Background: an optimization exercise with open tools, aiming at small area, a short achievable clock period and few clock cycles per item. Do not read the settings as production practice.
Where RTL was checked, it was by simulation tests only, not by an equivalence proof against the original.
For runs 1 to 5, only the layout was checked, not whether the RTL still works.
No activity file was given, so power comes from the tool's default toggle rates.

## design/flow/flow/run.sh

```bash
#!/bin/bash
# Standard layout, with plain buf_1 cells as the port buffers.
set -euo pipefail
export BUFFER_PORTS_ARGS="-buffer_cell sky130_fd_sc_hd__buf_1"
bash standard.sh > standard_flow.log 2>&1
```

## design/flow/standard.sh

```bash
#!/bin/bash
# synth_recipe.tcl (not shown) runs the flow's synth.tcl, then flattens the netlist and writes it again
# the make line also repeats each setting of config.mk as NAME=value (left out here)
make -C /OpenROAD-flow-scripts/flow DESIGN_CONFIG=/design/flow/config.mk WORK_HOME=/design/flow/orfs CLKGATE_MAP_FILE= SYNTH_SCRIPT=/design/flow/synth_recipe.tcl "${@:-finish}"
```

## design/flow/config.mk

```make
export PLATFORM = sky130hd
export DESIGN_NAME = ubc_codec
export DESIGN_NICKNAME = ubc_codec
export VERILOG_FILES = /design/flow/design.v
export SDC_FILE = /design/flow/constraint.sdc
export NUM_CORES = 4
export LEC_CHECK = 0
export ABC_CLOCK_PERIOD_IN_PS = 2300
export CAP_MARGIN = 20
export CORE_MARGIN = 2
export CORE_UTILIZATION = 40
export CTS_BUF_LIST = sky130_fd_sc_hd__clkbuf_8
export CTS_CLUSTER_DIAMETER = 50
export CTS_CLUSTER_SIZE = 16
export SETUP_SLACK_MARGIN = 3.7
export SLEW_MARGIN = 20
```

## design/flow/constraint.sdc

```tcl
create_clock -name core_clock -period 6.0 [get_ports {clk}]
set_input_delay 1.2000 -clock core_clock [delete_from_list [all_inputs] [get_ports {clk}]]
set_output_delay 1.2000 -clock core_clock [all_outputs]
set_load 0.01 [all_outputs]
```

## design/flow/design.v

```verilog
module ubc_enc (
    input  wire        clk,
    input  wire        rst,
    input  wire        start,
    input  wire        in_valid,
    input  wire        in_end,
    input  wire [7:0]  in_data,
    output wire        in_ready,
    output wire        out_valid,
    output wire [20:0] out_data,
    input  wire        out_ready,
    output wire [1:0]  phase,
    output wire [31:0] in_count,
    output wire [31:0] out_count
);
    localparam [1:0] IDLE = 2'd0, BUSY = 2'd1, DONE = 2'd2;
    reg [1:0]  ph;
    reg        ending;        
    reg [1:0]  wcnt;          
    reg        tail;          
    reg        run;           
    reg        rfirst;        
    reg        rpend;         
    reg [7:0]  w0, w1;
    reg [11:0] rc;
    reg        ov;
    reg [15:0] od;
    reg        hv, he;        
    reg [7:0]  hd;
    reg        heq0, heq1;    
    reg        rdy;           
    reg [31:0] in_cnt, out_cnt;
    function [15:0] u8(input [7:0] b);
        u8 = {8'h04, b};
    endfunction
    function [15:0] u12(input [11:0] n);
        u12 = {8'h4E + {4'd0, n[11:8]}, n[7:0]};
    endfunction
    function [15:0] apack(input [7:0] a, input [7:0] b);
        apack = {8'h5E + {2'd0, a[6], b[6], a[5:2]}, a[1:0], b[5:0]};
    endfunction
    wire busy   = (ph == BUSY);
    wire oflow  = !ov || out_ready;                   
    wire take   = in_valid && in_ready;
    wire xv     = hv || take;                         
    wire xe     = hv ? he : in_end;
    wire [7:0] xd = hv ? hd : in_data;
    wire flush  = busy && ending && !hv && (wcnt != 2'd0 || rpend);
    wire go     = (xv || flush) && oflow;
    wire fend   = xe || flush;                        
    wire newtx  = start && !busy;
    assign in_ready  = rdy;
    assign out_valid = ov;
    assign out_data  = {5'd0, od};
    assign phase     = ph;
    assign in_count  = in_cnt;
    assign out_count = out_cnt;
    wire eq0    = hv ? heq0 : (in_data == w0);
    wire eq1    = hv ? heq1 : (in_data == w1);
    wire asc    = !w0[7] && !w1[7];
    wire full   = !run && !tail && wcnt == 2'd2;      
    wire runon  = eq0 && rc != 12'd4095;
    wire runst  = eq1 && w0 == w1;
    reg [15:0] s;
    always @(*) begin
        if (run)
            s = rfirst ? u8(w0) : u12(rc);
        else if (rpend)
            s = u12(12'd3);
        else if (tail)
            s = u12({w0[3:0], w1});
        else if (wcnt == 2'd2 && asc)
            s = apack(w0, w1);
        else if (wcnt == 2'd2 && !fend)
            s = u12({w0, w1[7:4]});
        else
            s = u8(w0);
    end
    reg        emit, n_run, n_first, n_pend, n_tail;
    reg [1:0]  n_wcnt;
    always @(*) begin
        n_first = 1'b0;
        n_pend  = 1'b0;
        if (fend) begin
            emit    = run || rpend || tail || wcnt != 2'd0;
            n_run   = 1'b0;
            n_pend  = run && rfirst;
            n_tail  = 1'b0;
            n_wcnt  = rpend ? wcnt : ((full && !asc) ? 2'd1 : 2'd0);
        end else if (run) begin
            emit    = rfirst || !runon;
            n_run   = runon;
            n_pend  = rfirst && !runon;
            n_tail  = 1'b0;
            n_wcnt  = 2'd1;
        end else if (tail) begin
            emit    = 1'b1;
            n_run   = 1'b0;
            n_tail  = 1'b0;
            n_wcnt  = 2'd1;
        end else if (wcnt != 2'd2) begin
            emit    = rpend;
            n_run   = 1'b0;
            n_tail  = 1'b0;
            n_wcnt  = wcnt + 2'd1;
        end else begin
            emit    = !runst;
            n_run   = runst;
            n_first = 1'b1;
            n_tail  = !runst && !asc;
            n_wcnt  = runst ? 2'd0 : (asc ? 2'd1 : 2'd2);
        end
    end
    wire       ov_n     = (ov && !out_ready) || (go && emit);
    wire       hv_n     = take ? !oflow : (hv && !oflow);
    wire       ending_n = ending || (take && in_end);
    wire [1:0] wcnt_g   = go ? n_wcnt : wcnt;
    wire       pend_g   = go ? n_pend : rpend;
    wire       fin_n    = ending_n && !hv_n && wcnt_g == 2'd0 && !pend_g && !ov_n;
    always @(posedge clk) begin
        if (rst) begin
            ph  <= IDLE;
            ov  <= 1'b0;
            hv  <= 1'b0;
            rdy <= 1'b0;
        end else if (newtx) begin
            rdy    <= 1'b1;
            ph     <= BUSY;
            ending <= 1'b0;
            wcnt   <= 2'd0;
            tail   <= 1'b0;
            run    <= 1'b0;
            rpend  <= 1'b0;
            hv     <= 1'b0;
            ov     <= 1'b0;
        end else begin
            ov     <= ov_n;
            hv     <= hv_n;
            ending <= ending_n;
            rdy    <= busy && !ending_n && !hv_n;
            if (busy && fin_n)
                ph <= DONE;
            if (go) begin
                run    <= n_run;
                rfirst <= n_first;
                rpend  <= n_pend;
                tail <= n_tail;
                wcnt <= n_wcnt;
            end
        end
    end
    always @(posedge clk) begin
        if (!hv) begin
            he   <= in_end;
            hd   <= in_data;
            heq0 <= (in_data == w0);
            heq1 <= (in_data == w1);
        end
        if (go) begin
            od <= s;
            w1 <= xd;
            if (full && !asc)
                w0 <= w1;
            else if (!fend && (wcnt != 2'd1 || run || tail))
                w0 <= xd;
            if (!fend)
                rc <= run ? rc + 12'd1 : 12'd3;
        end
    end
    reg inc_o, inc_i;
    always @(posedge clk) begin
        inc_o   <= go && emit && !newtx;
        inc_i   <= take && !in_end;
        in_cnt  <= newtx ? 32'd0 : in_cnt + {31'd0, inc_i};
        out_cnt <= newtx ? 32'd0 : out_cnt + {31'd0, inc_o};
    end
endmodule
module ubc_dec (
    input  wire        clk,
    input  wire        rst,
    input  wire        start,
    input  wire        mode,         
    input  wire        in_valid,
    input  wire        in_end,
    input  wire [20:0] in_data,
    output wire        in_ready,
    output wire        out_valid,
    output wire [7:0]  out_data,
    input  wire        out_ready,
    output wire [1:0]  phase,
    output wire [31:0] idx,
    output wire [31:0] out_count,
    output wire [1:0]  err_kind,
    output wire [31:0] err_idx,
    output wire [6:0]  err_sel
);
    localparam [1:0] IDLE = 2'd0, BUSY = 2'd1, DRAIN = 2'd2, DONE = 2'd3;
    localparam [1:0] C_OTHER = 2'd0, C_U8 = 2'd1, C_U12 = 2'd2, C_A = 2'd3;
    reg [1:0]  st;
    reg        rdy;          
    reg        cmode;
    reg        ending;       
    reg        fv, fe, flb;  
    reg [1:0]  fc;           
    reg [13:0] fp;           
    reg        pv;
    reg [1:0]  pc;           
    reg [31:0] pidx;         
    reg [11:0] P;            
    reg [11:0] S;            
    reg        em;           
    reg        isrun;        
    reg [1:0]  k;            
    reg        addp;         
    reg [31:0] idx_r;
    reg [11:0] olo;          
    reg [19:0] ohi;          
    reg        ocy;          
    reg [1:0]  kind;
    reg [2:0]  c1;
    wire hi0   = (in_data[20:16] == 5'd0);
    wire [6:0] t = in_data[15:9];
    wire is8   = hi0 && in_data[15:8] == 8'h04;
    wire is12  = hi0 && t >= 7'h27 && t <= 7'h2E;
    wire isA   = hi0 && t >= 7'h2F && t <= 7'h4E;
    wire isLB  = hi0 && (in_data[15:0] == 16'h000A || in_data[15:0] == 16'h000D);
    wire [4:0] dA = in_data[13:9] + 5'd17;      
    wire [1:0] cin = isA ? C_A : (is12 ? C_U12 : (is8 ? C_U8 : C_OTHER));
    wire [13:0] pin = {dA[4:3], isA ? dA[2:0] : in_data[11:9] + 3'd1, in_data[8:0]};
    reg dat_r;
    wire [31:0] idx_inc = idx_r + {31'd0, dat_r};
    wire act   = (st == BUSY);
    wire take  = in_valid && rdy;
    wire pgo   = fv && !em;                       
    wire dat   = pgo && !fe && !flb && act;       
    wire lone  = pgo && fe && act && pv;          
    wire xfer  = em && out_ready;
    wire plast = isrun ? (S == 12'd1) : k == 2'd0;
    wire newtx = start && (st == IDLE || st == DONE);
    assign in_ready  = rdy;
    assign out_valid = em;
    assign out_data  = P[11:4];
    assign phase     = st;
    assign idx       = idx_r;
    assign out_count = {ohi, olo};
    assign err_kind  = kind;
    assign err_idx   = pidx;
    assign err_sel   = {kind[0], c1, 1'b0, pc};
    wire pair_t3 = pc == C_U12 && fc == C_U12;
    wire pair_rn = pc == C_U8 && fc == C_U12;
    wire pair_p2 = pc == C_U8 && fc == C_U8;
    wire pair_ok = pair_t3 || pair_rn || pair_p2;
    wire tok     = dat && (pv ? pair_ok : fc == C_A) || lone && pc == C_U8;
    reg [1:0] st_n;
    reg       em_n;
    always @(*) begin
        st_n = st;
        em_n = em && !(xfer && plast);
        if (newtx) begin
            st_n = BUSY;
            em_n = 1'b0;
        end else if (st == IDLE || st == DONE) begin
        end else begin
            if (tok)
                em_n = !cmode && !(dat && pair_rn && fp[11:0] == 12'd0);
            if (dat && pv && !pair_ok)
                st_n = DRAIN;
            if (ending && !fv && !em && !addp && !ocy)
                st_n = DONE;
        end
    end
    wire ending_n = newtx ? 1'b0 : (ending || (take && in_end));
    wire fv_n     = newtx ? 1'b0 : (take || (fv && !pgo));
    always @(posedge clk) begin
        if (rst) begin
            st  <= IDLE;
            em  <= 1'b0;
            rdy <= 1'b0;
            fv  <= 1'b0;
        end else begin
            st  <= st_n;
            em  <= em_n;
            fv  <= fv_n;
            rdy <= (st_n == BUSY || st_n == DRAIN) && !ending_n && (!fv_n || !em_n);
        end
    end
    always @(posedge clk) begin
        if (!fv || pgo) begin
            fe  <= in_end;
            flb <= isLB;
            fc  <= cin;
            fp <= pin;
        end
        addp   <= tok && !newtx;
        ending <= ending_n;
        if (newtx) begin
            cmode <= mode;
            pv    <= 1'b0;
        end else if (dat) begin
            pv <= !pv && fc != C_A;
        end else if (lone) begin
            pv <= 1'b0;
        end
        if (newtx) begin
            kind <= 2'd0;
            c1   <= 3'd0;
        end else if (lone && pc != C_U8) begin
            kind <= 2'd2;
        end else if (dat && pv && !pair_ok) begin
            kind <= 2'd1;
            c1   <= (fc == C_A) ? {1'b1, fp[13:12]} : {1'b0, fc};
        end
        if (dat && !pv) begin
            pidx <= idx_inc;
            pc   <= fc;
        end else if (pgo && fe && act && !(pv && pc != C_U8)) begin
            pidx <= 32'd0;
            pc   <= 2'd0;
        end
        if (dat && !pv)
            P[11:4] <= (fc == C_A) ? {1'b0, fp[13], fp[11:6]} :
                       ((fc == C_U8) ? fp[7:0] : fp[11:4]);
        else if (xfer && !isrun)
            P[11:4] <= {P[3:0], S[11:8]};
        if (dat && (!pv || fc == C_U8))
            P[3:0] <= (fc == C_A) ? {1'b0, fp[12], fp[5:4]} :
                      ((fc == C_U8) ? (pv ? fp[7:4] : 4'd0) : fp[3:0]);
        else if (xfer && !isrun)
            P[3:0] <= S[7:4];
        if (pgo && act) begin
            S     <= fe ? 12'd1 : ((fc == C_U8 || fc == C_A) ? {fp[3:0], 8'd0} : fp[11:0]);
            isrun <= fe || pair_rn;
            k     <= (!fe && pv && pair_t3) ? 2'd2 : 2'd1;
        end else if (xfer) begin
            if (isrun)
                S <= S - 12'd1;
            else
                S <= {S[3:0], 8'd0};
            k <= k - 2'd1;
        end
    end
    wire [11:0] amt = addp ? (isrun ? S : (k[1] ? 12'd3 : 12'd2)) : 12'd0;
    wire [12:0] lo_sum = {1'b0, olo} + {1'b0, amt};
    always @(posedge clk) begin
        dat_r <= dat;
        idx_r <= newtx ? 32'd0 : idx_inc;
        olo   <= newtx ? 12'd0 : lo_sum[11:0];
        ocy   <= !newtx && lo_sum[12];
        ohi   <= newtx ? 20'd0 : ohi + {19'd0, ocy};
    end
endmodule
module ubc_codec (
    input  wire        clk,
    input  wire        rst,
    input  wire        enc_start,
    input  wire        enc_in_valid,
    input  wire        enc_in_end,
    input  wire [7:0]  enc_in_data,
    output wire        enc_in_ready,
    output wire        enc_out_valid,
    output wire [20:0] enc_out_data,
    input  wire        enc_out_ready,
    output wire [1:0]  enc_phase,
    output wire [31:0] enc_in_count,
    output wire [31:0] enc_out_count,
    input  wire        dec_start,
    input  wire        dec_mode,
    input  wire        dec_in_valid,
    input  wire        dec_in_end,
    input  wire [20:0] dec_in_data,
    output wire        dec_in_ready,
    output wire        dec_out_valid,
    output wire [7:0]  dec_out_data,
    input  wire        dec_out_ready,
    output wire [1:0]  dec_phase,
    output wire [31:0] dec_idx,
    output wire [31:0] dec_out_count,
    output wire [1:0]  dec_err_kind,
    output wire [31:0] dec_err_idx,
    output wire [6:0]  dec_err_sel
);
    ubc_enc u_enc (
        .clk       (clk),
        .rst       (rst),
        .start     (enc_start),
        .in_valid  (enc_in_valid),
        .in_end    (enc_in_end),
        .in_data   (enc_in_data),
        .in_ready  (enc_in_ready),
        .out_valid (enc_out_valid),
        .out_data  (enc_out_data),
        .out_ready (enc_out_ready),
        .phase     (enc_phase),
        .in_count  (enc_in_count),
        .out_count (enc_out_count)
    );
    ubc_dec u_dec (
        .clk       (clk),
        .rst       (rst),
        .start     (dec_start),
        .mode      (dec_mode),
        .in_valid  (dec_in_valid),
        .in_end    (dec_in_end),
        .in_data   (dec_in_data),
        .in_ready  (dec_in_ready),
        .out_valid (dec_out_valid),
        .out_data  (dec_out_data),
        .out_ready (dec_out_ready),
        .phase     (dec_phase),
        .idx       (dec_idx),
        .out_count (dec_out_count),
        .err_kind  (dec_err_kind),
        .err_idx   (dec_err_idx),
        .err_sel   (dec_err_sel)
    );
endmodule
```

==> results of run 1 <==
-- flip-flops by register name, summed over array words and instances, names as in the netlist, 14 cells and up --
signal	cells
u_dec.fp	14
u_dec.idx_r	32
u_dec.ohi	20
u_dec.pidx	32
u_enc.in_cnt	32
u_enc.od	16
u_enc.out_cnt	32
-- repair_timing --
| item | 4_1_cts | 5_1_grt |
|---|---|---|
| endpoints found under the setup margin | 288 | 184 |
| buffers inserted | 56 | 45 |
| gates resized for setup | 366 | 91 |
| pin swaps | 28 | 21 |
| gates cloned | 1 | 1 |
-- synthesized netlist by cell type, drive strengths merged, types with 36 or more instances --
cell type  number  area [sq um]
a21oi          57           289
buf            38           239
clkbuf         39           146
dfxtp         161          3220
edfxtp        131          3930
inv            51           191
nand2         108           408
nand3          72           373
nor2          203           762
nor3           36           210
o21ai          61           309
xnor2          68           596
xor2           84           736
-- final timing paths --
kind / from / end / slack [ns] / cells after the start
setup / recovery: enc_in_data[2] / u_enc.wcnt[1] / 3.48 / 10
hold / removal: u_dec.c1[2] / u_dec.c1[2] / 0.49 / 2
setup reg to reg: u_dec.isrun / u_dec.olo[8] / 3.49 / 13
hold reg to reg: u_dec.c1[2] / u_dec.c1[2] / 0.49 / 2
-- layout by cell type, fill, tap and decap left out, types with 10 or more instances in the layout --
master / Yosys / routed
mux2i_1: 17 / 16
clkbuf_8: 0 / 40
nand2_1: 107 / 103
buf_6: 3 / 17
edfxtp_1: 131 / 131
nor2_1: 203 / 199
a21oi_1: 56 / 52
nand3_1: 71 / 66
dfxtp_4: 0 / 41
buf_4: 16 / 117
and3_1: 27 / 27
nor3_1: 30 / 24
mux2_2: 23 / 23
ha_1: 35 / 34
o21ai_0: 56 / 49
buf_1: 8 / 55
o31ai_1: 10 / 10
dfxtp_1: 161 / 30
nand2b_1: 15 / 14
nor2b_1: 16 / 15
dfxtp_2: 0 / 90
buf_2: 11 / 120
inv_1: 49 / 50
xnor2_1: 68 / 63
xor2_1: 84 / 82
and2_1: 29 / 27
clkbuf_2: 0 / 32
nand4_1: 25 / 25
or3_1: 21 / 20
-- cell type report --
cell class | instances | area [sq um]
antenna | 1 | 2.50
clock buffer | 39 | 537
clock inverter | 24 | 194
fill | 3235 | 16900
inverter | 51 | 199
multi-input combinational | 1023 | 6850
sequential | 292 | 7420
tap | 455 | 569
timing repair buffer | 343 | 2070
timing repair inverter | 1 | 7.51
-- metrics by stage --
| step | power [W] | setup slack (ns) | utilization, % |
|---|---|---|---|
| floorplan | 0.00237 | 3.24 | - |
| global placement | 0.00245 | 2.67 | 44.3 |
| detailed placement | 0.00245 | 2.65 | 44.3 |
| CTS | 0.00396 | 3.54 | 49.7 |
| global route | 0.00407 | 3.34 | 51.4 |
| finish | 0.00392 | 3.48 | 51.4 |
-- power by group --
part	leakage [nW]	total, W	internal [W]	switching (W)
Sequential	2.57	0.00215	0.00210	0.0000492
Combinational	4.28	0.000278	0.000109	0.000170
Clock	0.392	0.00149	0.000709	0.000778
-- tightest hold or removal path: cells and delay by family (launching register included) --
| kind | cells | cell delay, ns |
|---|---|---|
| and+or+nand+nor | 1 | 0.07 |
| DFF | 1 | 0.33 |
| muxes | 1 | 0.06 |
-- cell families (layout without fill, tap and decap cells) --
group                      Yosys count  in the layout  share of synthesized area, %
and+or+nand+nor                    594            595                          21.1
adders and majority gates           36             36                          3.23
DFF                                292            292                          50.5
muxes                               40             40                          3.03
other                                1              7                        0.0265
AOI/OAI and AO/OA                  194            194                          8.63
buffers and inverters              128            458                          4.07
xor gates and xnor gates           152            152                          9.39
-- layer usage --
metal | wire (um) | track usage (%) | up-vias
li1 | - | - | 5633
met1 | 16900 | 26.5 | 5459
met2 | 17500 | 31.8 | 289
met3 | 1820 | 3.16 | 63
met4 | 966 | 6.22 | 0
met5 | 0 | 0 | -
==> impl_metrics.toml, run 1 <==
[outcome]
outcome = "finished clean"

[routing]
viasPerCell = 5.13
via_count = 11444
drt_pass1_iterations = 5
drc = 0
wl_per_cell_um = 16.7
drt_iter0_drc = 726
drtAntennaViolNets = 0
finalWirelength_um = 37200

[synthesis]
avgSynthCellArea_sq_um = 9.86
syn_area_sq_um = 14200
ys_seq_area_share_pct = 50.5
synth_cells = 1437
async_flop_share_pct = 0
ys_types = 79
yosysWarnings = 2
synth_edf_count = 131
yosys_most_used_dff = "dfxtp_1"
ys_ff_latch = 292

[layout]
drive_above_1_share_pct = 33.0
post-route-cell-area_sq_um = 17800
area_delta_synth_final_pct = 25.9
nets = 1824
instances_no_fill = 2229

[sta]
drv_slew = 0
rsz0062_at_grt = "true"
fin_crit_ns = 2.52
period_share_pct = 42.1
fmax_ghz = 0.396
setup_viol = 0
hold_violations = 0
tns_ns = 0
slew_headroom_pct = 46.2
worst_slew_pin_slew_ns = 0.804
whs_ns = 0.486
clock_skew_ns = 0.0432

[grt]
grt_pass1_vias = 10885
grt.overflow.total = 0
grt_util_all_layers_pct = 19.5
antenna_found_initial = 1
grt_pass1_wl_um = 57800
grt_max_degree = 68

[clock_network]
h-tree-depth = 2
ctsHoldBuffers = 0
cts_made_buffers = 36
cts_buffer_depth = 3
insertion_delay_ns = 0.57
clk_pin_slew_ns = 0.09
cts_sinks = 292
clockRootBuffer = "clkbuf_8"
cts_tree = "built"

[power_and_ir_drop]
p_per_area_nw_per_um2 = 219
vdd_drop_max_v = 0.000224
p_leak_nw = 7.25

[run]
cap_viol_max_count = 0

[die]
ios = 246
die_y_um = 192
rows = 68
start_util_pct = 40.8
core-area_sq_um = 34700
die_w_um = 192
fp.dieArea_sq_um = 37000

[worst_setup_path]
critPathMaxStageDelay_ns = 0.44
path_class = "in -> reg"
cp_slowest_cell = "o41ai_4"
cp_top_family = "compound AO/OA/AOI/OAI gates"
path_cells = "buf_8 -> buf_6 -> xnor2_2 -> nand4_1 -> o41ai_4 -> buf_4 -> a21oi_4 -> a221oi_2 -> nand2b_1 -> a21oi_1"
cp_max_fo = 3
start_kind = "input pin"
cp.arrival_ns = 2.84
setup.worst_path.end_class = "register"
path_buf_inv = 3
cp.required_ns = 6.32

[placement]
place_congestion = 0.885
dpl.cell_count = 2062
port_buffers = 239
dpl.hpwl_um = 25200
placed_cell_area_sq_um = 15400

[min_path]
hp-class = "reg -> reg"
==> inputs of run 2 (changes only) <==
==> design/flow/config.mk (replaced) <==
export PLATFORM = sky130hd
export DESIGN_NAME = ubc_codec
export DESIGN_NICKNAME = ubc_codec
export VERILOG_FILES = /design/flow/design.v
export SDC_FILE = /design/flow/constraint.sdc
export NUM_CORES = 4
export LEC_CHECK = 0
export ABC_CLOCK_PERIOD_IN_PS = 2500
export CAP_MARGIN = 20
export CORE_MARGIN = 2
export CORE_UTILIZATION = 40
export CTS_BUF_LIST = sky130_fd_sc_hd__clkbuf_8
export CTS_CLUSTER_DIAMETER = 50
export CTS_CLUSTER_SIZE = 16
export SETUP_SLACK_MARGIN = 3.3
export SLEW_MARGIN = 20
==> run 2 against run 1 <==
Compared with the run above:
- via count is 3.7% lower
- critical path depth decreased by 2
- global-route usage down 0.76 points
- flip-flop and latch count unchanged
- synthesized area stayed put
- non-clock buffer count decreased by 89
- still clean
- wire length is 4.7% lower
==> impl_metrics.toml, run 2 <==
[outcome]
outcome = "finished clean"

[synthesis]
synth_area_leaders = "edfxtp_1 (28%), dfxtp_1 (23%), nor2_1 (5.4%)"
synth_cells = 1437
synth_common_cells = "nor2_1 (203), dfxtp_1 (161), edfxtp_1 (131)"
yosys_most_used_dff = "dfxtp_1"
synth.top_cell.area_share_pct = 27.8
ys_ff_latch = 292
synth_edf_count = 131
synth_top_cell_by_area = "edfxtp_1"
synth_most_common_cell = "nor2_1"
avgSynthCellArea_sq_um = 9.86
ys_seq_area_share_pct = 50.5
async_flop_share_pct = 0
ys_types = 79
syn_area_sq_um = 14200
yosysWarnings = 2

[placement]
port_buffers = 239
dpl.cell_count = 2064
placed_cell_area_sq_um = 15400
dpl.hpwl_um = 25300
place_congestion = 0.870

[power_and_ir_drop]
p_leak_nw = 5.82
switching_share_pct = 25.9
combPwrFrac_pct = 6.1
pwr-share-clk_pct = 39.3
power_switching_w = 0.00103
power_frac_seq_pct = 54.6
vdd_drop_max_v = 0.000166
p_per_area_nw_per_um2 = 244
power.internal_w = 0.00294

[worst_setup_path]
cp.required_ns = 6.43
setup.worst_path.end_class = "register"
critPathMaxStageDelay_ns = 0.42
path_class = "in -> reg"
cp_max_fo = 3
reg2reg_slack_ns = 3.46
cp.arrival_ns = 3.01
cp_slowest_cell = "a311oi_2"
path_cells = "buf_1 -> xor2_1 -> nor4_1 -> a41oi_1 -> a311oi_2 -> a221oi_2 -> nor4_2 -> a311oi_1"
cp_top_family = "compound AO/OA/AOI/OAI gates"
path_buf_inv = 1
start_kind = "input pin"

[clock_network]
insertion_delay_ns = 0.57
clk_pin_slew_ns = 0.10
cts_made_buffers = 36
cts_buffer_depth = 3
cts_tree = "built"
h-tree-depth = 2
ctsHoldBuffers = 0
clockRootBuffer = "clkbuf_8"
cts_sinks = 292

[grt]
grt_util_all_layers_pct = 18.8
grt_pass1_wl_um = 55200
grt.overflow.total = 0
grt_pass1_vias = 10286
grt_max_degree = 60
antenna_found_initial = 1

[routing]
via_count = 11015
drt_iter0_drc = 673
drt_pass1_iterations = 5
wl_per_cell_um = 16.5
finalWirelength_um = 35400
drc = 0
drtAntennaViolNets = 0
viasPerCell = 5.14

[layout]
drive_above_1_share_pct = 9.02
nets = 1734
instances_no_fill = 2141
nFillCells = 3407
area_delta_synth_final_pct = 15.1
mostFrequentLayoutCells = "buf_1 (239), nor2_1 (200), dfxtp_1 (159)"
final_common_cell = "buf_1"
post-route-cell-area_sq_um = 16300

[sta]
hold_violations = 0
worst_slew_pin_slew_ns = 0.907
tns_ns = 0
whs_ns = 0.483
rsz0062_at_grt = "true"
fin_crit_ns = 2.57
slew_headroom_pct = 39.6
drv_slew = 0
setup_viol = 0
period_share_pct = 42.9
fmax_ghz = 0.388
clock_skew_ns = 0.0375

[run]
cap_viol_max_count = 0

[die]
die_y_um = 192
rows = 68
start_util_pct = 40.8
ios = 246
fp.dieArea_sq_um = 37000
core-area_sq_um = 34700
die_w_um = 192

[min_path]
hp-class = "reg -> reg"
[run 2: changes by cell type in the layout (fill, tap and decap cells not counted), moves of 5 or more]
cell,delta
nand3_1,+5
xnor2_2,-5
buf_1,+184
dfxtp_4,-40
nor3_1,+6
buf_2,-120
dfxtp_2,-89
dfxtp_1,+129
buf_4,-102
xnor2_1,+5
buf_6,-17
clkbuf_2,-32
[run 2: power groups by stage]
stage / clock network [W] / logic (W) / registers, W
detailed placement: 0 / 0.000235 / 0.00222
global route: 0.00168 / 0.000270 / 0.00218
finish: 0.00156 / 0.000242 / 0.00217
global placement: 0 / 0.000232 / 0.00221
floorplan: 0 / 0.000176 / 0.00219
CTS: 0.00161 / 0.000237 / 0.00217
[run 2: final timing paths]
path | start | end | depth (start not counted)
worst max-delay path | enc_in_data[0] | u_enc.ph[0] | 8
worst min register to register | u_dec.c1[0] | u_dec.c1[0] | 2
worst min-delay path | u_dec.c1[0] | u_dec.c1[0] | 2
worst max register to register | u_enc.w0[7] | u_enc.ph[0] | 9
[run 2: kinds of logic (layout without fill, tap and decap cells)]
family          Yosys count  after routing  share of synthesized area [%]
simple gates            594            594                           21.1
mux                      40             40                           3.03
buf+inv                 128            371                           4.07
fa+ha+maj                36             36                           3.23
compound gates          194            194                           8.63
flops                   292            292                           50.5
other cells               1              7                         0.0265
xor+xnor                152            152                           9.39
[run 2: layout make-up]
type / instances / area (sq um) / share of cell area, %
diodes: 1 / 2.50 / 0.0153
inverters: 51 / 195 / 1.20
repair inverters: 1 / 5.00 / 0.0307
flip-flops and latches: 292 / 7160 / 43.9
clock inverters: 25 / 230 / 1.41
well taps: 455 / 569 / 3.49
multi-input cells: 1022 / 6590 / 40.4
repair buffers: 254 / 1010 / 6.19
clock buffers: 40 / 551 / 3.37
[run 2: routing by layer]
layer  vias to the layer above  global-route usage, %  part of all wire, %
met3                        51                   3.49                  5.0
li1                       5457                      -                    -
met2                       276                   30.0                   47
met5                         -                      0                    0
met4                         0                   6.28                  2.4
met1                      5231                   25.5                   46
[run 2: timing repair]
item | in CTS | in global routing
setup buffers | 5 | 5
gates resized for setup | 6 | 19
cloned | 1 | 0
pin swaps | 2 | 2
setup endpoints to repair | 23 | 21
[run 2: worst reg2reg max path: stages, from the launching register on]
cell      delay [ns]
edfxtp_1        0.52
inv_1           0.12
ha_1            0.32
nor4_4          0.31
nand2_1         0.33
o211ai_2        0.24
a32oi_1         0.11
a21boi_2        0.18
o211a_1         0.13
a311oi_1        0.20
[run 2: metrics by stage]
step           power, W  utilization [%]  setup WS [ns]
4_1_cts         0.00402             46.6           3.30
3_5_place_dp    0.00245             44.2           2.65
6_report        0.00397             47.0           3.43
2_1_floorplan   0.00237                -           3.24
5_1_grt         0.00413             47.0           3.25
3_3_place_gp    0.00245             44.2           2.71
==> inputs of run 3 (changes only) <==
--- a/design/flow/config.mk
+++ b/design/flow/config.mk
@@ -12,5 +12,5 @@
 export CTS_BUF_LIST = sky130_fd_sc_hd__clkbuf_8
 export CTS_CLUSTER_DIAMETER = 50
 export CTS_CLUSTER_SIZE = 16
-export SETUP_SLACK_MARGIN = 3.3
+export SETUP_SLACK_MARGIN = 3.5
 export SLEW_MARGIN = 20
==> run 3 against run 2 <==
Compared with the run above:
- still clean on timing, DRC and antenna
- register-to-register slack worse by 0.03 ns
- flip-flop and latch count unchanged
- largest cell class unchanged
- critical path type is now reg -> reg
- cell count up 1.5%
- core utilization up 1.5 points
==> impl_metrics.toml, run 3 <==
[sta]
tns_ns = 0
fin_crit_ns = 2.57
fmax_ghz = 0.389
period_share_pct = 42.9
fin_ws_ns = 3.43
rsz0062_at_grt = "true"
worst_slew_pin_slew_ns = 0.803
hold_violations = 0
clock_skew_ns = 0.0298
slew_headroom_pct = 46.3
setup_viol = 0
drv_slew = 0

[synthesis]
synth_top_cell_by_area = "edfxtp_1"
synth.top_cell.area_share_pct = 27.8
ys_seq_area_share_pct = 50.5
synth_most_common_cell = "nor2_1"
synth_area_leaders = "edfxtp_1 (28%), dfxtp_1 (23%), nor2_1 (5.4%)"
avgSynthCellArea_sq_um = 9.86
yosys_most_used_dff = "dfxtp_1"
yosysWarnings = 2
syn_area_sq_um = 14200
ys_ff_latch = 292
async_flop_share_pct = 0
ys_types = 79
synth_common_cells = "nor2_1 (203), dfxtp_1 (161), edfxtp_1 (131)"
synth_edf_count = 131
synth_cells = 1437

[worst_setup_path]
cp.required_ns = 6.47
rr_endpoint = "u_dec.olo[2]"
crit_start = "u_dec.isrun"
start_kind = "register"
path_class = "reg -> reg"
rr_startpoint = "u_dec.isrun"
cp-endpoint = "u_dec.olo[2]"
reg2reg_slack_ns = 3.43
cp_max_fo = 9
r2r_cells = 16
cp.arrival_ns = 3.04
setup.worst_path.end_class = "register"

[power_and_ir_drop]
vdd_drop_max_v = 0.000155
combPwrFrac_pct = 6.4
power_switching_w = 0.000991
p_leak_nw = 6.09
pwr-share-clk_pct = 39.6
power.internal_w = 0.00303
switching_share_pct = 24.6
p_per_area_nw_per_um2 = 239
power_frac_seq_pct = 54.0

[grt]
grt.overflow.total = 0
grt_pass1_vias = 10197
grt_max_degree = 60
grt_util_all_layers_pct = 18.5
grt_pass1_wl_um = 54900
antenna_found_initial = 1

[placement]
dpl.hpwl_um = 25100
place_congestion = 0.882
pre_cts_slack_ns = 2.68
port_buffers = 239

[clock_network]
clockRootBuffer = "clkbuf_8"
cts_buffer_depth = 3
insertion_delay_ns = 0.54
cts_sinks = 292
cts_tree = "built"
cts_made_buffers = 34
clk_pin_slew_ns = 0.09
ctsHoldBuffers = 0
h-tree-depth = 2

[routing]
finalWirelength_um = 35700
drt_iter0_drc = 700
drc = 0
via_count = 11182
drt_pass1_iterations = 5
wl_per_cell_um = 16.4
drtAntennaViolNets = 0
viasPerCell = 5.15

[die]
start_util_pct = 40.8
rows = 68
core-area_sq_um = 34700
ios = 246
fp.dieArea_sq_um = 37000
die_y_um = 192
die_w_um = 192

[layout]
final_common_cell = "buf_1"
mostFrequentLayoutCells = "buf_1 (234), nor2_1 (200), dfxtp_1 (159)"
final_util_pct = 48.5
nets = 1768
area_delta_synth_final_pct = 18.8
drive_above_1_share_pct = 12.7

[run]
cap_viol_max_count = 0

[outcome]
outcome = "finished clean"

[min_path]
hp-class = "reg -> reg"
-- run 3: cell counts after synthesis --
No cell type changed its count.
-- run 3: worst min path at each step --
stage	startpoint	end	slack (ns)	cells after the start
2_1_floorplan	u_enc.heq1	u_enc.heq1	0.42	2
3_3_place_gp	u_dec.c1[0]	u_dec.c1[0]	0.47	2
3_5_place_dp	u_dec.c1[0]	u_dec.c1[0]	0.48	2
4_1_cts	u_dec.c1[0]	u_dec.c1[0]	0.50	2
5_1_grt	u_enc.hd[7]	u_enc.hd[7]	0.51	1
6_report	u_enc.hd[6]	u_enc.hd[6]	0.50	1
-- run 3: power groups by stage --
stage,clock (W),sequential (W),combinational [W]
finish,0.00159,0.00217,0.000258
global route,0.00173,0.00218,0.000285
CTS,0.00164,0.00217,0.000244
detailed placement,0,0.00222,0.000237
global placement,0,0.00222,0.000234
floorplan,0,0.00220,0.000178
-- run 3: logic make-up after synthesis --
group                    after synthesis  share of synthesized area, %
AND/OR/NAND/NOR                      594                          21.1
adder cells (fa/ha/maj)               36                          3.23
flip-flops                           292                          50.5
other                                  1                        0.0265
buffers and inverters                128                          4.07
XOR/XNOR                             152                          9.39
multiplexers                          40                          3.03
AO/OA/AOI/OAI                        194                          8.63
-- run 3: cell type report --
cell class	count	area, sq um
fill	3325	17900
sequential	292	7160
multi-input combinational	1022	6740
timing repair buffer	290	1370
tap	455	569
clock buffer	37	509
clock inverter	24	285
inverter	51	195
timing repair inverter	1	7.51
antenna	1	2.50
-- run 3: routing by layer --
metal / vias to the layer above / wire length (um) / track usage (%)
met3: 53 / 1690 / 2.54
met5: - / 0 / 0
li1: 5515 / - / -
met1: 5312 / 16300 / 25.7
met4: 0 / 820 / 5.78
met2: 302 / 16900 / 29.8
-- run 3: critical path, stage by stage (launching register included) --
cell and delay (ns):
edfxtp_1 0.45, buf_4 0.17, buf_4 0.15, and3_1 0.15, ha_1 0.31, nor2b_4 0.15, buf_6 0.11, buf_6 0.10
buf_6 0.10, buf_6 0.10, buf_6 0.10, buf_6 0.10, buf_6 0.10, buf_6 0.10, buf_6 0.10, buf_6 0.10
nor3_2 0.09
-- run 3: timing repair --
action                                  in CTS  in global routing
pin swaps                                    9                 26
endpoints found under the setup margin      47                 98
setup buffers                               19                 27
gates cloned                                 1                  0
resized for setup                           26                 51
-- run 3: metrics by stage --
step,instance area (sq um),std cells,total power [W],hold WS [ns]
floorplan,14300,1442,0.00237,0.424
global route,16800,2173,0.00419,0.512
detailed placement,15400,2064,0.00245,0.480
CTS,16400,2145,0.00406,0.499
global placement,15400,2064,0.00245,0.467
finish,16800,2173,0.00402,0.500
==> inputs of run 4 (changes only) <==
--- a/design/flow/design.v
+++ b/design/flow/design.v
@@ -114,9 +114,9 @@
     wire       ov_n     = (ov && !out_ready) || (go && emit);
     wire       hv_n     = take ? !oflow : (hv && !oflow);
     wire       ending_n = ending || (take && in_end);
-    wire [1:0] wcnt_g   = go ? n_wcnt : wcnt;
-    wire       pend_g   = go ? n_pend : rpend;
-    wire       fin_n    = ending_n && !hv_n && wcnt_g == 2'd0 && !pend_g && !ov_n;
+    wire       e_emit   = run || rpend || tail || wcnt != 2'd0;
+    wire       fin_n    = go ? (fend && !e_emit)
+                             : (ending && !hv && wcnt == 2'd0 && !rpend && !(ov && !out_ready));
     always @(posedge clk) begin
         if (rst) begin
             ph  <= IDLE;
@@ -213,9 +213,10 @@
     reg [1:0]  k;            
     reg        addp;         
     reg [31:0] idx_r;
-    reg [11:0] olo;          
+    reg [5:0]  ol0;          
+    reg [5:0]  ol1;          
     reg [19:0] ohi;          
-    reg        ocy;          
+    reg        oc0, oc1;     
     reg [1:0]  kind;
     reg [2:0]  c1;
     wire hi0   = (in_data[20:16] == 5'd0);
@@ -231,18 +232,18 @@
     wire [31:0] idx_inc = idx_r + {31'd0, dat_r};
     wire act   = (st == BUSY);
     wire take  = in_valid && rdy;
-    wire pgo   = fv && !em;                       
+    wire plast = isrun ? (S == 12'd1) : k == 2'd0;
+    wire pgo   = fv && (!em || (out_ready && plast));  
     wire dat   = pgo && !fe && !flb && act;       
     wire lone  = pgo && fe && act && pv;          
     wire xfer  = em && out_ready;
-    wire plast = isrun ? (S == 12'd1) : k == 2'd0;
     wire newtx = start && (st == IDLE || st == DONE);
     assign in_ready  = rdy;
     assign out_valid = em;
     assign out_data  = P[11:4];
     assign phase     = st;
     assign idx       = idx_r;
-    assign out_count = {ohi, olo};
+    assign out_count = {ohi, ol1, ol0};
     assign err_kind  = kind;
     assign err_idx   = pidx;
     assign err_sel   = {kind[0], c1, 1'b0, pc};
@@ -265,7 +266,7 @@
                 em_n = !cmode && !(dat && pair_rn && fp[11:0] == 12'd0);
             if (dat && pv && !pair_ok)
                 st_n = DRAIN;
-            if (ending && !fv && !em && !addp && !ocy)
+            if (ending && !fv && !em && !addp && !oc0 && !oc1)
                 st_n = DONE;
         end
     end
@@ -340,13 +341,16 @@
         end
     end
     wire [11:0] amt = addp ? (isrun ? S : (k[1] ? 12'd3 : 12'd2)) : 12'd0;
-    wire [12:0] lo_sum = {1'b0, olo} + {1'b0, amt};
+    wire [6:0] s0 = {1'b0, ol0} + {1'b0, amt[5:0]};
+    wire [6:0] s1 = {1'b0, ol1} + {1'b0, amt[11:6]} + {6'd0, oc0};
     always @(posedge clk) begin
         dat_r <= dat;
         idx_r <= newtx ? 32'd0 : idx_inc;
-        olo   <= newtx ? 12'd0 : lo_sum[11:0];
-        ocy   <= !newtx && lo_sum[12];
-        ohi   <= newtx ? 20'd0 : ohi + {19'd0, ocy};
+        ol0   <= newtx ? 6'd0 : s0[5:0];
+        oc0   <= !newtx && s0[6];
+        ol1   <= newtx ? 6'd0 : s1[5:0];
+        oc1   <= !newtx && s1[6];
+        ohi   <= newtx ? 20'd0 : ohi + {19'd0, oc1};
     end
 endmodule
 module ubc_codec (
--- a/design/flow/config.mk
+++ b/design/flow/config.mk
@@ -12,5 +12,5 @@
 export CTS_BUF_LIST = sky130_fd_sc_hd__clkbuf_8
 export CTS_CLUSTER_DIAMETER = 50
 export CTS_CLUSTER_SIZE = 16
-export SETUP_SLACK_MARGIN = 3.5
+export SETUP_SLACK_MARGIN = 3.2
 export SLEW_MARGIN = 20
==> run 4 against run 3 <==
Compared with the run above:
- synthesized cell count down 0.70%
- clock power about the same
- design area down 2.2%
- synthesized area down 0.68%
- count of clock-buffer cells in the layout up 3
- die area down 0.66%
- combinational power down 13%
- fmax down 6.2%
- via count down 0.62%
- global-route usage up 0.22 points
- largest cell class unchanged
==> impl_metrics.toml, run 4 <==
[die]
fp.dieArea_sq_um = 36700
die_y_um = 192
start_util_pct = 40.6
ios = 246
die_w_um = 192
rows = 68
core-area_sq_um = 34600

[power_and_ir_drop]
p_per_area_nw_per_um2 = 242
p_leak_nw = 5.91
vdd_drop_max_v = 0.000172

[sta]
drv_slew = 0
worst_slew_pin_slew_ns = 0.889
slew_headroom_pct = 40.2
tns_ns = 0
setup_viol = 0
fin_crit_ns = 2.74
clock_skew_ns = 0.0319
period_share_pct = 45.7
rsz0062_at_grt = "true"
hold_violations = 0
fmax_ghz = 0.365

[clock_network]
cts_sinks = 293
insertion_delay_ns = 0.57
ctsHoldBuffers = 0
clockRootBuffer = "clkbuf_8"
cts_buffer_depth = 3
cts_tree = "built"
cts_made_buffers = 38
clk_pin_slew_ns = 0.07
h-tree-depth = 2

[synthesis]
yosys_most_used_dff = "dfxtp_1"
synth_area_leaders = "edfxtp_1 (28%), dfxtp_1 (23%), nor2_1 (5.2%)"
async_flop_share_pct = 0
synthMuxAreaShare_pct = 3.18
ys_seq_area_share_pct = 51.0
synth_most_common_cell = "nor2_1"
syn_area_sq_um = 14100
avgSynthCellArea_sq_um = 9.86
synth_common_cells = "nor2_1 (196), dfxtp_1 (162), edfxtp_1 (131)"
synth_top_family_by_area = "simple AND/OR/NAND/NOR gates"
ys_types = 67
synth.top_cell.area_share_pct = 27.9
synth-compound-area-share_pct = 7.94
synth_cells = 1427
yosysWarnings = 2
ys_ff_latch = 293
synth_top_cell_by_area = "edfxtp_1"
synthSimpleGateAreaFrac_pct = 21.0
synth_edf_count = 131
synth_xor_area_share_pct = 9.58
synth_fa_ha_area_share_pct = 3.45

[worst_setup_path]
rr_startpoint = "u_dec.S[6]"
reg2reg_slack_ns = 3.26
cp_max_fo = 8
rr_endpoint = "u_dec.P[8]"
crit_start = "u_dec.S[6]"
r2r_cells = 9
path_class = "reg -> reg"
setup.worst_path.end_class = "register"
cp.arrival_ns = 3.05
cp.required_ns = 6.30
start_kind = "register"

[grt]
grt_pass1_vias = 10455
grt_max_degree = 52
grt_util_all_layers_pct = 18.7
grt_pass1_wl_um = 55000
grt.overflow.total = 0
antenna_found_initial = 1

[outcome]
outcome = "finished clean"

[run]
cap_viol_max_count = 0

[layout]
area_delta_synth_final_pct = 17.0
seq_area_sq_um = 7180
nFillCells = 3312
drive_above_1_share_pct = 8.78
final_common_cell = "buf_1"
instances_no_fill = 2153
nets = 1744
mostFrequentLayoutCells = "buf_1 (239), nor2_1 (192), dfxtp_1 (161)"
multi_input_area_sq_um = 6490

[placement]
port_buffers = 239
dpl.hpwl_um = 24900
dpl.cell_count = 2057
place_congestion = 0.847

[routing]
drt_pass1_iterations = 5
drt_iter0_drc = 689
finalWirelength_um = 35400
drc = 0
via_count = 11113
drtAntennaViolNets = 0
viasPerCell = 5.16
wl_per_cell_um = 16.4

[min_path]
hp-class = "reg -> reg"
hp-start = "u_dec.c1[1]"
holdPathEnd = "u_dec.c1[1]"
hold_depth = 2
## run 4: changes by cell type in the layout (fill, tap and decap cells not counted), sizes merged, moves of 6 or more
cell    previous run  this run
clkinv             6        15
or3               21        14
nand3             72        66
or4                2        10
a21oi             57        50
xor2              84        72
xnor2             68        82
buf              287       266
## run 4: worst max path at each step
stage / depth (start not counted) / endpoint
final: 9 / u_dec.P[8]
after global routing: 9 / u_dec.P[8]
after CTS: 9 / u_dec.P[11]
after detailed placement: 9 / u_dec.P[9]
after global placement: 9 / u_dec.P[8]
after floorplan: 9 / u_dec.P[10]
## run 4: cell type report
class,count,share of cell area [%]
clock buffer,40,3.34
sequential,293,43.6
inverter,49,1.15
tap,455,3.46
multi-input combinational,1016,39.4
antenna,1,0.0152
timing repair buffer,268,7.38
clock inverter,30,1.65
timing repair inverter,1,0.0456
## run 4: power by group
| part | switching, W | total (W) | internal (W) |
|---|---|---|---|
| clock | 0.000842 | 0.00160 | 0.000755 |
| sequential | 0.0000455 | 0.00217 | 0.00212 |
| combinational | 0.000144 | 0.000225 | 0.0000817 |
| total | 0.00103 | 0.00399 | 0.00296 |
## run 4: logic make-up after synthesis
kind of cell | after synthesis
XOR/XNOR | 154
multiplexers | 42
other | 1
adder cells (fa/ha/maj) | 37
AO/OA/AOI/OAI | 182
AND/OR/NAND/NOR | 594
flip-flops | 293
buffers and inverters | 124
## run 4: what timing repair did
| item | CTS | global route |
|---|---|---|
| gates resized for setup | 18 | 15 |
| endpoints found under the setup margin | 147 | 135 |
| setup buffers | 11 | 8 |
| pin swaps | 3 | 4 |
| cloned | 5 | 1 |
## run 4: metrics by stage
step | hold slack, ns | setup WS, ns | utilization (%) | cell area, sq um | power [W]
2_1_floorplan | 0.427 | 3.15 | - | 14100 | 0.00235
3_3_place_gp | 0.453 | 2.60 | 44.1 | 15300 | 0.00243
3_5_place_dp | 0.456 | 2.48 | 44.1 | 15300 | 0.00243
4_1_cts | 0.467 | 3.20 | 47.2 | 16300 | 0.00405
5_1_grt | 0.496 | 3.17 | 47.6 | 16500 | 0.00417
6_report | 0.470 | 3.26 | 47.6 | 16500 | 0.00399
## run 4: worst max-delay path, stage by stage (launching register included)
cell      delay (ns)
edfxtp_1        0.42
or4_4           0.59
nor4_4          0.34
o21bai_2        0.11
buf_6           0.15
or4_4           0.50
buf_12          0.17
buf_16          0.12
nand2_1         0.05
o21ai_1         0.05
## run 4: per-layer routing
metal,routed length (um),GRT usage [%]
met5,0,0
met4,1120,7.04
met3,2070,3.71
met2,16100,29.4
met1,16100,25.5
==> inputs of run 5 (changes only) <==
--- a/design/flow/config.mk
+++ b/design/flow/config.mk
@@ -12,5 +12,5 @@
 export CTS_BUF_LIST = sky130_fd_sc_hd__clkbuf_8
 export CTS_CLUSTER_DIAMETER = 50
 export CTS_CLUSTER_SIZE = 16
-export SETUP_SLACK_MARGIN = 3.2
+export SETUP_SLACK_MARGIN = 3.4
 export SLEW_MARGIN = 20
==> run 5 against run 4 <==
Compared with the run above:
- total power shrank 3.0%
- largest cell class unchanged
- global-route usage grew 0.74 points
- register-to-register slack is essentially flat
- highest routed layer unchanged
- critical endpoint is now u_dec.P[9]
==> impl_metrics.toml, run 5 <==
[synthesis]
ys_seq_area_share_pct = 51.0
syn_area_sq_um = 14100
synthSimpleGateAreaFrac_pct = 21.0
yosys_most_used_dff = "dfxtp_1"
avgSynthCellArea_sq_um = 9.86
yosysWarnings = 2
synth.top_cell.area_share_pct = 27.9
synth_xor_area_share_pct = 9.58
async_flop_share_pct = 0
synth_edf_count = 131
synth_top_family_by_area = "simple AND/OR/NAND/NOR gates"
synth_common_cells = "nor2_1 (196), dfxtp_1 (162), edfxtp_1 (131)"
synth_area_leaders = "edfxtp_1 (28%), dfxtp_1 (23%), nor2_1 (5.2%)"
synth_most_common_cell = "nor2_1"
ys_types = 67
synth_fa_ha_area_share_pct = 3.45
synth-compound-area-share_pct = 7.94
synthMuxAreaShare_pct = 3.18
synth_cells = 1427
ys_ff_latch = 293
synth_top_cell_by_area = "edfxtp_1"

[grt]
grt_util_all_layers_pct = 19.5
antenna_found_initial = 1
grt_max_degree = 53
grt_pass1_wl_um = 57000
grt_pass1_vias = 10660
grt.overflow.total = 0

[die]
start_util_pct = 40.6
die_w_um = 192
ios = 246
core-area_sq_um = 34600
rows = 68
die_y_um = 192
fp.dieArea_sq_um = 36700

[routing]
viasPerCell = 5.20
drt_pass1_iterations = 5
via_count = 11258
wl_per_cell_um = 16.8
drt_iter0_drc = 592
finalWirelength_um = 36400
drtAntennaViolNets = 0
drc = 0

[sta]
rsz0062_at_grt = "true"
fmax_ghz = 0.365
fin_crit_ns = 2.74
slew_headroom_pct = 52.5
fin_ws_ns = 3.26
whs_ns = 0.466
hold_violations = 0
worst_slew_pin_slew_ns = 0.713
tns_ns = 0
drv_slew = 0
clock_skew_ns = 0.0228
period_share_pct = 45.6
setup_viol = 0

[layout]
nets = 1759
area_delta_synth_final_pct = 20.3
mostFrequentLayoutCells = "buf_1 (239), nor2_1 (170), dfxtp_1 (161)"
nFillCells = 3256
final_util_pct = 48.9
final_common_cell = "buf_1"
drive_above_1_share_pct = 12.0

[worst_setup_path]
cp.required_ns = 6.40
path_class = "reg -> reg"
setup.worst_path.end_class = "register"
start_kind = "register"
cp_max_fo = 6
cp.arrival_ns = 3.14
rr_startpoint = "u_dec.S[1]"
crit_start = "u_dec.S[1]"

[min_path]
hp-start = "u_dec.c1[2]"
hp-class = "reg -> reg"

[power_and_ir_drop]
p_per_area_nw_per_um2 = 229
vdd_drop_max_v = 0.000187
p_leak_nw = 6.01

[clock_network]
clockRootBuffer = "clkbuf_8"
insertion_delay_ns = 0.56
cts_made_buffers = 34
cts_sinks = 293
cts_buffer_depth = 3
cts_tree = "built"
clk_pin_slew_ns = 0.08
h-tree-depth = 2

[outcome]
outcome = "finished clean"

[placement]
dpl.hpwl_um = 24900
place_congestion = 0.823
pre_cts_slack_ns = 2.50
port_buffers = 239

[run]
cap_viol_max_count = 0
[run 5: cell counts after synthesis]
Identical to the previous run, type by type.
[run 5: worst paths after layout]
path	end	slack, ns	depth (start not counted)
worst min-delay path	u_dec.c1[2]	0.47	2
worst max register to register	u_dec.P[9]	3.26	11
worst min register to register	u_dec.c1[2]	0.47	2
worst max-delay path	u_dec.P[9]	3.26	11
[run 5: area by class of cell]
type	instances	area, sq um	area share, %
flip-flops and latches	293	7180	42.4
multi-input cells	1016	6780	40.0
repair buffers	288	1510	8.89
well taps	455	569	3.36
clock buffers	36	495	2.92
clock inverters	25	219	1.29
inverters	49	191	1.13
diodes	1	2.50	0.0148
[run 5: cells by family after synthesis]
kind of cell | after synthesis
compound gates | 182
simple gates | 594
mux | 42
flops | 293
fa+ha+maj | 37
buf+inv | 124
xor+xnor | 154
other cells | 1
[run 5: what timing repair did]
item                       CTS  global route
cloned                       8             1
setup endpoints to repair  209           129
buffers inserted            30             5
hold buffers                 0             0
pin swaps                   17            28
resized for setup           40            78
[run 5: report_power, final]
group | switching, W | internal, W
Clock | 0.000797 | 0.000675
Combinational | 0.000148 | 0.0000860
Sequential | 0.0000435 | 0.00212
[run 5: per-stage QoR]
stage          power [W]  cell area (sq um)  cells
2_1_floorplan    0.00235              14200   1432
3_3_place_gp     0.00243              15300   2057
3_5_place_dp     0.00243              15300   2057
4_1_cts          0.00392              16600   2156
5_1_grt          0.00403              16900   2162
6_report         0.00387              16900   2163
[run 5: critical path: stages (launching register included)]
cell and delay [ns]:
edfxtp_1 0.41, inv_2 0.10, ha_4 0.13, or3b_4 0.38, nor4_4 0.32, o21bai_2 0.13, buf_6 0.13, or4_4 0.46
buf_12 0.16, buf_8 0.12, buf_16 0.14, o21ai_2 0.11
[run 5: layer usage]
metal	GRT usage, %	part of all wire [%]	wire [um]	vias to the layer above
met1	26.3	44	16100	5371
li1	-	-	-	5487
met4	6.27	2.7	976	0
met2	31.5	47	17000	325
met3	3.65	6.4	2330	75
met5	0	0	0	-
==> inputs of run 6 (changes only) <==
--- a/design/flow/design.v
+++ b/design/flow/design.v
@@ -211,6 +211,7 @@
     reg        em;           
     reg        isrun;        
     reg [1:0]  k;            
+    reg        plast;        
     reg        addp;         
     reg [31:0] idx_r;
     reg [5:0]  ol0;          
@@ -232,7 +233,6 @@
     wire [31:0] idx_inc = idx_r + {31'd0, dat_r};
     wire act   = (st == BUSY);
     wire take  = in_valid && rdy;
-    wire plast = isrun ? (S == 12'd1) : k == 2'd0;
     wire pgo   = fv && (!em || (out_ready && plast));  
     wire dat   = pgo && !fe && !flb && act;       
     wire lone  = pgo && fe && act && pv;          
@@ -332,12 +332,14 @@
             S     <= fe ? 12'd1 : ((fc == C_U8 || fc == C_A) ? {fp[3:0], 8'd0} : fp[11:0]);
             isrun <= fe || pair_rn;
             k     <= (!fe && pv && pair_t3) ? 2'd2 : 2'd1;
+            plast <= fe || (pair_rn && fp[11:0] == 12'd1);
         end else if (xfer) begin
             if (isrun)
                 S <= S - 12'd1;
             else
                 S <= {S[3:0], 8'd0};
-            k <= k - 2'd1;
+            k     <= k - 2'd1;
+            plast <= isrun ? (S == 12'd2) : (k == 2'd1);
         end
     end
     wire [11:0] amt = addp ? (isrun ? S : (k[1] ? 12'd3 : 12'd2)) : 12'd0;
--- a/design/flow/config.mk
+++ b/design/flow/config.mk
@@ -12,5 +12,5 @@
 export CTS_BUF_LIST = sky130_fd_sc_hd__clkbuf_8
 export CTS_CLUSTER_DIAMETER = 50
 export CTS_CLUSTER_SIZE = 16
-export SETUP_SLACK_MARGIN = 3.4
+export SETUP_SLACK_MARGIN = 3.2
 export SLEW_MARGIN = 20
==> run 6 against run 5 <==
Compared with the run above:
- largest power group unchanged
- fmax rose by 4.6%
- flip-flop and latch count increased by 1
- register-to-register slack better by 0.12 ns
- global-route usage down 0.44 points
- count of clock-buffer cells in the layout is 2 higher
- clock power hardly changed
- still clean
- sequential share of layout area is 2.8 points higher
==> impl_metrics.toml, run 6 <==
[outcome]
outcome = "finished clean"

[placement]
port_buffers = 239
dpl.hpwl_um = 25900
dpl.cell_count = 2030
place_congestion = 0.871

[synthesis]
avgSynthCellArea_sq_um = 9.98
yosysWarnings = 2
synth_cells = 1397
ys_types = 65
synth.top_cell.area_share_pct = 28.4
synth_most_common_cell = "nor2_1"
synth_edf_count = 132
ys_ff_latch = 294
ys_seq_area_share_pct = 51.7
syn_area_sq_um = 13900
synth_top_cell_by_area = "edfxtp_1"
synth_area_leaders = "edfxtp_1 (28%), dfxtp_1 (23%), xor2_1 (5.5%)"
synth_common_cells = "nor2_1 (203), dfxtp_1 (162), edfxtp_1 (132)"
async_flop_share_pct = 0
yosys_most_used_dff = "dfxtp_1"

[worst_setup_path]
cp-endpoint = "u_dec.pidx[30]"
cpMostUsedCell = "ha_1"
path_class = "reg -> reg"
critPathMaxStageDelay_ns = 0.50
rr_startpoint = "u_dec.dat_r"
crit_start = "u_dec.dat_r"
cp.arrival_ns = 2.90
r2r_cells = 8
crit_cells = 8
setup.worst_path.end_class = "register"
reg2reg_slack_ns = 3.38
cp_max_fo = 4
cp.required_ns = 6.28
path_cells = "ha_1 -> ha_1 -> nand2_1 -> or3_1 -> or3_4 -> nor3_1 -> xnor2_1 -> nor2_1"
rr_endpoint = "u_dec.pidx[30]"
cp_slowest_cell = "or3_1"
cp_top_family = "simple AND/OR/NAND/NOR gates"
path_buf_inv = 0
start_kind = "register"

[die]
ios = 246
die_w_um = 191
core-area_sq_um = 34500
rows = 68
die_y_um = 191
start_util_pct = 40.5
fp.dieArea_sq_um = 36400

[grt]
grt_util_all_layers_pct = 19.0
grt_max_degree = 60
grt_pass1_vias = 10092
grt.overflow.total = 0
antenna_found_initial = 1
grt_pass1_wl_um = 54900

[sta]
tns_ns = 0
drv_slew = 0
hold_violations = 0
period_share_pct = 43.6
setup_viol = 0
worst_slew_pin_slew_ns = 0.855
clock_skew_ns = 0.0355
rsz0062_at_grt = "false"
fmax_ghz = 0.382
slew_headroom_pct = 42.5
fin_crit_ns = 2.62

[clock_network]
cts_buffer_depth = 3
h-tree-depth = 2
cts_made_buffers = 36
cts_tree = "built"
clockRootBuffer = "clkbuf_8"
insertion_delay_ns = 0.57
ctsHoldBuffers = 0
clk_pin_slew_ns = 0.08
cts_sinks = 294

[routing]
via_count = 10800
drc = 0
viasPerCell = 5.15
drt_iter0_drc = 842
wl_per_cell_um = 16.9
finalWirelength_um = 35600
drtAntennaViolNets = 0
drt_pass1_iterations = 5

[layout]
final_common_cell = "buf_1"
area_delta_synth_final_pct = 14.5
nets = 1693
n_antenna_cell = 0
drive_above_1_share_pct = 6.93
instances_no_fill = 2099
mostFrequentLayoutCells = "buf_1 (239), nor2_1 (201), dfxtp_1 (161)"

[power_and_ir_drop]
p_leak_nw = 5.71
vdd_drop_max_v = 0.000194
p_per_area_nw_per_um2 = 242

[min_path]
hp-class = "reg -> reg"
hp-start = "u_dec.c1[1]"

[run]
cap_viol_max_count = 0
==> run 6: cell count changes in the layout (fill, tap and decap cells not counted), sizes merged, moves of 8 or more <==
| cell | before | now |
|---|---|---|
| buf | 286 | 246 |
| clkinv | 4 | 15 |
| inv | 61 | 47 |
| nand2 | 111 | 103 |
| nor3 | 34 | 42 |
| o21ai | 62 | 43 |
| xnor2 | 82 | 70 |
| xor2 | 72 | 88 |
==> run 6: area by class of cell <==
cell class,instances,area (sq um)
inverter,40,155
multi-input combinational,997,6320
sequential,294,7210
fill,3350,18500
timing repair inverter,1,5.00
clock inverter,28,211
tap,455,569
clock buffer,38,523
timing repair buffer,246,970
==> run 6: through the flow <==
step	worst slack, ns	util, %	cell area [sq um]	power, W	hold slack, ns
final	3.38	46.3	16000	0.00386	0.464
after global placement	2.58	44.0	15200	0.00243	0.443
after floorplan	3.20	-	14000	0.00235	0.419
after CTS	3.24	46.2	15900	0.00391	0.462
after global routing	3.23	46.3	16000	0.00402	0.480
after detailed placement	2.53	44.0	15200	0.00244	0.447
==> run 6: how the worst min path moves through the flow <==
| stage | to | slack (ns) | cells past startpoint |
|---|---|---|---|
| global placement | u_dec.c1[1] | 0.44 | 2 |
| global route | u_dec.c1[0] | 0.48 | 2 |
| CTS | u_dec.c1[1] | 0.46 | 2 |
| floorplan | u_enc.heq0 | 0.42 | 2 |
| finish | u_dec.c1[1] | 0.46 | 2 |
| detailed placement | u_dec.c1[1] | 0.45 | 2 |
==> run 6: cell families (layout without fill, tap and decap cells) <==
kind of cell	count (synthesis)	after routing	synth area share, %
other cells	1	6	0.0269
xor+xnor	158	158	9.93
fa+ha+maj	37	37	3.48
compound gates	160	160	7.40
simple gates	590	590	20.6
flops	294	294	51.7
mux	46	46	3.51
buf+inv	111	353	3.40
==> run 6: what timing repair did <==
| item | 4_1_cts | 5_1_grt |
|---|---|---|
| setup buffers | 1 | 0 |
| gates resized for setup | 2 | 6 |
| gates cloned | 0 | 1 |
| endpoints found under the setup margin | 11 | 49 |
| hold endpoints to repair | 0 | 0 |
==> run 6: worst register-to-register path, cell delays in order (launching register included) <==
cell     delay [ns]
dfxtp_1        0.39
ha_1           0.22
ha_1           0.23
nand2_1        0.14
or3_1          0.50
or3_4          0.46
nor3_1         0.19
xnor2_1        0.17
nor2_1         0.06
==> run 6: power by group <==
part           leakage (nW)  internal [W]  total (W)  switching [W]
combinational          2.72     0.0000765   0.000219       0.000142
clock                 0.387      0.000666    0.00147       0.000802
sequential             2.60       0.00213    0.00217      0.0000443
==> run 6: metal layers <==
layer  global-route usage (%)  part of all wire (%)
met5                        0                 0.037
met4                     6.14                   2.5
met3                     3.81                   5.9
met2                     31.1                    47
met1                     25.3                    45
Testbench counts of run 6, summed over its fixed seeds: cycles 35,192, items 65,871.
==> inputs of run 7 (changes only) <==
--- a/design/flow/config.mk
+++ b/design/flow/config.mk
@@ -12,5 +12,5 @@
 export CTS_BUF_LIST = sky130_fd_sc_hd__clkbuf_8
 export CTS_CLUSTER_DIAMETER = 50
 export CTS_CLUSTER_SIZE = 16
-export SETUP_SLACK_MARGIN = 3.2
+export SETUP_SLACK_MARGIN = 3.6
 export SLEW_MARGIN = 20
==> run 7 against run 6 <==
Compared with the run above:
- still clean on timing, DRC and antenna
- total power up 5.5%
- wire length down 4.3%
- global-route usage down 0.69 points
- sequential share of layout area down 0.93 points
- core utilization up 1.4 points
- flip-flop and latch count unchanged
- synthesized area unchanged
- cell count up 0.52%
==> impl_metrics.toml, run 7 <==
[power_and_ir_drop]
p_leak_nw = 5.96
power_switching_w = 0.00103
p_total_w = 0.00407
switching_share_pct = 25.2
p_per_area_nw_per_um2 = 248
power.internal_w = 0.00305
combPwrFrac_pct = 5.4
pwr-share-clk_pct = 41.2
vdd_drop_max_v = 0.000188
power_frac_seq_pct = 53.3

[placement]
port_buffers = 239
dpl.hpwl_um = 24200
placed_cell_area_sq_um = 15200
place_congestion = 0.850

[synthesis]
yosys_most_used_dff = "dfxtp_1"
synth.top_cell.area_share_pct = 28.4
ys_seq_area_share_pct = 51.7
synth_area_leaders = "edfxtp_1 (28%), dfxtp_1 (23%), xor2_1 (5.5%)"
synth_fa_ha_area_share_pct = 3.48
synth_cells = 1397
synth_common_cells = "nor2_1 (203), dfxtp_1 (162), edfxtp_1 (132)"
avgSynthCellArea_sq_um = 9.98
synth_xor_area_share_pct = 9.93
synth_edf_count = 132
async_flop_share_pct = 0
ys_types = 65
synth_top_cell_by_area = "edfxtp_1"
ys_ff_latch = 294
synthSimpleGateAreaFrac_pct = 20.6
synthMuxAreaShare_pct = 3.51
syn_area_sq_um = 13900
yosysWarnings = 2
synth_most_common_cell = "nor2_1"
synth_top_family_by_area = "simple AND/OR/NAND/NOR gates"
synth-compound-area-share_pct = 7.40

[layout]
multi_input_area_sq_um = 6530
final_common_cell = "buf_1"
area_delta_synth_final_pct = 17.9
nFillCells = 3269
final_util_pct = 47.7
mostFrequentLayoutCells = "buf_1 (219), nor2_1 (199), edfxtp_1 (132)"
post-route-cell-area_sq_um = 16400
drive_above_1_share_pct = 13.5
seq_area_sq_um = 7270
nets = 1704

[worst_setup_path]
cp.arrival_ns = 2.57
r2r_cells = 5
reg2reg_slack_ns = 3.52
path_cells = "nor3_1 -> or2_2 -> nand2_1 -> nand2_2 -> clkinvlp_2"
rr_startpoint = "u_enc.rpend"
cp_slowest_cell = "clkinvlp_2"
start_kind = "register"
cp.required_ns = 6.09
rr_endpoint = "u_enc.od[4]"
critPathMaxStageDelay_ns = 0.64
cp_max_fo = 13
path_class = "reg -> reg"
setup.worst_path.end_class = "register"

[grt]
met2_usage_pct = 29.0
gr-usage-met3_pct = 5.39
grt_max_degree = 61
grt.overflow.total = 0
grt_util_all_layers_pct = 18.3
grt_pass1_vias = 10295
grt_pass1_wl_um = 53900
grt_most_used_layer = "met2"
use_met1_pct = 24.4
antenna_found_initial = 4

[outcome]
outcome = "finished clean"

[clock_network]
clk_pin_slew_ns = 0.09
cts_buffer_depth = 3
clockRootBuffer = "clkbuf_8"
cts_made_buffers = 36
insertion_delay_ns = 0.55
cts_tree = "built"
cts_sinks = 294
h-tree-depth = 2

[routing]
drt_pass1_iterations = 7
drc = 0
drtAntennaViolNets = 0
via_count = 10853
viasPerCell = 5.14
finalWirelength_um = 34100
drt_iter0_drc = 756
wl_per_cell_um = 16.1

[sta]
tns_ns = 0
fin_crit_ns = 2.48
setup_viol = 0
rsz0062_at_grt = "true"
whs_ns = 0.462
slew_headroom_pct = 45.5
worst_slew_pin_slew_ns = 0.816
period_share_pct = 41.3
hold_violations = 0
clock_skew_ns = 0.0306
fmax_ghz = 0.403
drv_slew = 0

[min_path]
holdPathEnd = "u_dec.c1[0]"
hold_depth = 2
hp-class = "reg -> reg"
hp-start = "u_dec.c1[0]"

[die]
fp.dieArea_sq_um = 36400
die_w_um = 191
start_util_pct = 40.5
die_y_um = 191
ios = 246
rows = 68
core-area_sq_um = 34500

[run]
cap_viol_max_count = 0
## run 7: cells by family (layout without fill, tap and decap cells)
logic type / count (synthesis) / count (layout)
flip-flops: 294 / 294
buffers and inverters: 111 / 361
other: 1 / 8
XOR/XNOR: 158 / 158
AND/OR/NAND/NOR: 590 / 591
adder cells (fa/ha/maj): 37 / 37
multiplexers: 46 / 46
AO/OA/AOI/OAI: 160 / 160
## run 7: timing repair
action | 4_1_cts | 5_1_grt
endpoints found under the setup margin | 100 | 184
resized for setup | 29 | 74
hold buffers | 0 | 0
cloned | 1 | 1
pin swaps | 3 | 5
setup buffers | 6 | 6
## run 7: worst max-delay path by stage
| stage | start | to | slack [ns] | cells after the start |
|---|---|---|---|---|
| final | u_enc.rpend | u_enc.od[4] | 3.52 | 5 |
| after global routing | u_enc.rpend | u_enc.od[14] | 3.41 | 5 |
| after CTS | u_enc.rpend | u_enc.od[14] | 3.53 | 5 |
| after detailed placement | dec_out_ready | u_dec.rdy | 2.98 | 7 |
| after global placement | dec_out_ready | u_dec.pidx[6] | 2.99 | 4 |
| after floorplan | dec_out_ready | u_dec.pc[0] | 3.32 | 5 |
## run 7: power groups by stage
| stage | Sequential (W) | Clock [W] | Combinational, W |
|---|---|---|---|
| 2_1_floorplan | 0.00220 | 0 | 0.000153 |
| 3_3_place_gp | 0.00222 | 0 | 0.000214 |
| 3_5_place_dp | 0.00222 | 0 | 0.000215 |
| 4_1_cts | 0.00217 | 0.00173 | 0.000219 |
| 5_1_grt | 0.00218 | 0.00182 | 0.000248 |
| 6_report | 0.00217 | 0.00168 | 0.000222 |
## run 7: layout make-up
class,instances,share of cell area [%]
inverter,40,0.936
clock buffer,37,3.10
tap,455,3.46
multi-input combinational,998,39.7
timing repair inverter,1,0.0304
antenna,2,0.0304
clock inverter,27,2.01
sequential,294,44.2
timing repair buffer,256,6.52
## run 7: per-stage QoR
step                      setup slack [ns]  cells
final                                 3.52   2110
after global routing                  3.41   2108
after CTS                             3.53   2101
after detailed placement              2.98   2030
after global placement                2.99   2030
after floorplan                       3.32   1402
## run 7: worst max-delay path, delay by kind of cell (launching register included)
kind,cells,cell delay [ns]
AND/OR/NAND/NOR,4,0.83
buffers and inverters,1,0.64
flip-flops,1,0.55
## run 7: layer usage
metal  part of all wire, %  routed length (um)  vias to the layer above
met5                 0.088                  30                        -
li1                      -                   -                     5332
met2                    44               15100                      336
met1                    45               15300                     5114
met4                   2.4                 820                        4
met3                   8.2                2790                       67

Check on run 7: ideal ports give 3.521 ns setup slack; a clkbuf_16 on the clock port and buf_2 on the inputs give 3.521 ns; moving port delays by the midpoint clock arrival (0.590 ns) as well gives 2.999 ns.
